From an optimization exercise on the open Yosys and OpenROAD flow, aimed at small area; shortcuts taken in it are not production practice.
The RTL was checked by simulation tests, not by an equivalence proof against the original design.
Power figures rest on the tool's default switching activity, not on a simulated workload.

// dxl_framer
module dxl_framer (
    input  wire        clk,
    input  wire        rst,
    input  wire        tick,
    input  wire        start,
    input  wire        open_ok,
    input  wire        acc_valid,
    input  wire [31:0] acc_data,
    input  wire        vel_valid,
    input  wire [31:0] vel_data,
    input  wire        pos_valid,
    input  wire [31:0] pos_data,
    output wire        tx_valid,
    output reg  [7:0]  tx_data,
    output wire        tx_last,
    input  wire        tx_ready,
    input  wire        tx_done,
    input  wire        tx_fail,
    output wire        configured,
    output wire        halted,
    output wire        busy,
    output wire        rpt_valid,
    output wire [1:0]  rpt_code,
    output wire [2:0]  rpt_step
);
  localparam [7:0] DRIVE_MODE_VALUE     = 8'h00;
  localparam [7:0] OPERATING_MODE_VALUE = 8'h04;
  reg        c_q, b_q, h_q;
  reg  [1:0] k;         
  reg        snd;       
  reg        wt;        
  reg  [6:0] cnt;       
  reg        pend;
  reg        rpt;
  reg [31:0] xa, xv, xp;    
  reg [31:0] sa, sv, sp;    
  reg  [2:0] z;             
  reg  [2:0] sz;            
  reg [15:0] crc;
  assign configured = c_q;
  assign busy       = b_q;
  assign halted     = h_q;
  assign rpt_valid  = rpt;
  assign rpt_code   = h_q ? {snd, ~snd} : 2'd3;
  assign rpt_step   = {1'b0, k};
  wire       any  = acc_valid | vel_valid | pos_valid;
  wire       idle = c_q & ~b_q;
  wire       go   = idle & (pend | any);
  wire [2:0] bitc    = cnt[2:0];
  wire [3:0] bytec   = cnt[6:3];
  wire       bit7    = (bitc == 3'd7);
  wire       sending = b_q & snd;
  ...
Size in the first run: roughly 130 I/O pins, about 8100 sq um of cells after synthesis.
==> flow/config.mk <==
export PLATFORM = sky130hd
export DESIGN_NAME = dxl_framer
export DESIGN_NICKNAME = dxl_framer
export VERILOG_FILES = /design/flow/design.v
export SDC_FILE = /design/flow/constraint.sdc
export NUM_CORES = 4
export LEC_CHECK = 0
export CAP_MARGIN = 20
export CORE_MARGIN = 2
export CORE_UTILIZATION = 72
export SLEW_MARGIN = 20
==> flow/constraint.sdc <==
create_clock -name core_clock -period 10.0 [get_ports {clk}]
set_input_delay 2.0000 -clock core_clock [delete_from_list [all_inputs] [get_ports {clk}]]
set_output_delay 2.0000 -clock core_clock [all_outputs]
set_load 0.01 [all_outputs]
standard.sh (not shown) runs the stock make flow with config.mk's settings and CLKGATE_MAP_FILE= SYNTH_SCRIPT=/design/flow/synth_recipe.tcl, a recipe that flattens the netlist after the stock synthesis.
==> flow/flow/run.sh <==
#!/bin/bash
# Own layout flow:
#  3. the standard layout (standard.sh) of that netlist, with buf_1
#     port buffers and a clock tree of small clusters of clkbuf_4.
# Each tool's output is in its own log file in this folder.
set -euo pipefail
W=$(pwd)
P=$FLOW_PLATFORM

bash standard.sh synth > synth_ref.log 2>&1
mv orfs orfs_ref
cp orfs_ref/results/$P/dxl_framer/base/1_2_yosys.v ref_synth.v

ffs() { grep -E '^\s*sky130_fd_sc_hd__\S*df\S*\s' "$1" | awk '{print $1, $2}' | sort; }
area() { grep 'Chip area' "$1" | tail -1 | awk '{print $NF}'; }

NETLIST=$W/ref_synth.v
BEST=$(area orfs_ref/reports/$P/dxl_framer/base/synth_stat.txt)
echo "reference: $BEST" > netlist_choice.log
for S in flow/abc_*.abc; do
  for MODE in flat hier; do
    N=$(basename $S .abc)_$MODE
    EXTRA=""
    [ $MODE = hier ] && EXTRA="SYNTH_HIERARCHICAL=1 SYNTH_MINIMUM_KEEP_SIZE=0"
    if MY_ABC_SCRIPT=$W/$S make -C "$FLOW_HOME" DESIGN_CONFIG=$W/config.mk \
        WORK_HOME=$W/orfs_syn_$N CLKGATE_MAP_FILE= SYNTH_SCRIPT=$W/flow/my_synth.tcl \
        $EXTRA synth > synth_$N.log 2>&1 \
      && python3 flow/match_ffs.py ref_synth.v \
        orfs_syn_$N/results/$P/dxl_framer/base/1_2_yosys.v synth_$N.v > match_$N.log 2>&1 \
      && cmp -s <(ffs ref_synth.v) <(ffs synth_$N.v); then
      # the whole design's area: the last "Chip area" line of the report
      A=$(area orfs_syn_$N/reports/$P/dxl_framer/base/synth_stat.txt)
      echo "$N: $A" >> netlist_choice.log
      if awk -v a="$A" -v b="$BEST" 'BEGIN { exit !(a < b) }'; then
        BEST=$A; NETLIST=$W/synth_$N.v
      fi
    else
      echo "$N: not used (synthesis failed or flip-flops differ)" >> netlist_choice.log
    fi
  done
done
echo "using $NETLIST ($BEST)" >> netlist_choice.log

export SYNTH_NETLIST_FILES=$NETLIST
export BUFFER_PORTS_ARGS="-buffer_cell sky130_fd_sc_hd__buf_1"
export CTS_ARGS="-sink_clustering_enable -repair_clock_nets -buf_list sky130_fd_sc_hd__clkbuf_4 -sink_clustering_size 12 -sink_clustering_max_diameter 40 -dont_use_dummy_load"
bash standard.sh > standard_flow.log 2>&1
Other scripts of this flow, unchanged in this note and not shown: flow/flow/abc_a.abc, flow/flow/abc_f.abc, flow/flow/abc_g.abc, flow/flow/match_ffs.py, flow/flow/my_synth.tcl
Then changed:
--- a/flow/flow/run.sh
+++ b/flow/flow/run.sh
@@ -44,4 +44,4 @@
 export SYNTH_NETLIST_FILES=$NETLIST
 export BUFFER_PORTS_ARGS="-buffer_cell sky130_fd_sc_hd__buf_1"
-export CTS_ARGS="-sink_clustering_enable -repair_clock_nets -buf_list sky130_fd_sc_hd__clkbuf_4 -sink_clustering_size 12 -sink_clustering_max_diameter 40 -dont_use_dummy_load"
+export CTS_ARGS="-sink_clustering_enable -repair_clock_nets -buf_list sky130_fd_sc_hd__clkbuf_4 -sink_clustering_size 10 -sink_clustering_max_diameter 40 -dont_use_dummy_load"
 bash standard.sh > standard_flow.log 2>&1
The changed run finished clean.
Count of clock-buffer cells in the layout grows by 3.
Clock power climbs by about 5%.
Design area goes up by 0.31%.
Combinational power hardly moves.
Cell count is higher by 0.53%.
Flip-flop and latch count is unchanged.

==> what the ideal ports hide <==
The flow's constraints put no driver on any port. The routed layouts listed below were extracted and timed again, unchanged, in two steps. Step 1, drivers: a clkbuf_16 drives clk and a buf_2 each remaining input, both assumed. Step 2, shift: input delay + t, output delay - t, t = (earliest + latest rising clock arrival at the registers) / 2. This alone moves slack from input paths to output paths. Slacks: ideal ports / drivers / drivers and shift; pairs: ideal ports / drivers.
run | t, ns | setup WS [ns] | hold slack, ns | pins driven straight from the clock port
the first run | 0.626 | 4.324 / 4.290 / 4.916 | 0.396 / 0.396 / 0.396 | 1
the second run | 0.635 | 4.380 / 4.348 / 4.983 | 0.412 / 0.412 / 0.412 | 1
After both steps every run listed still meets setup and hold.
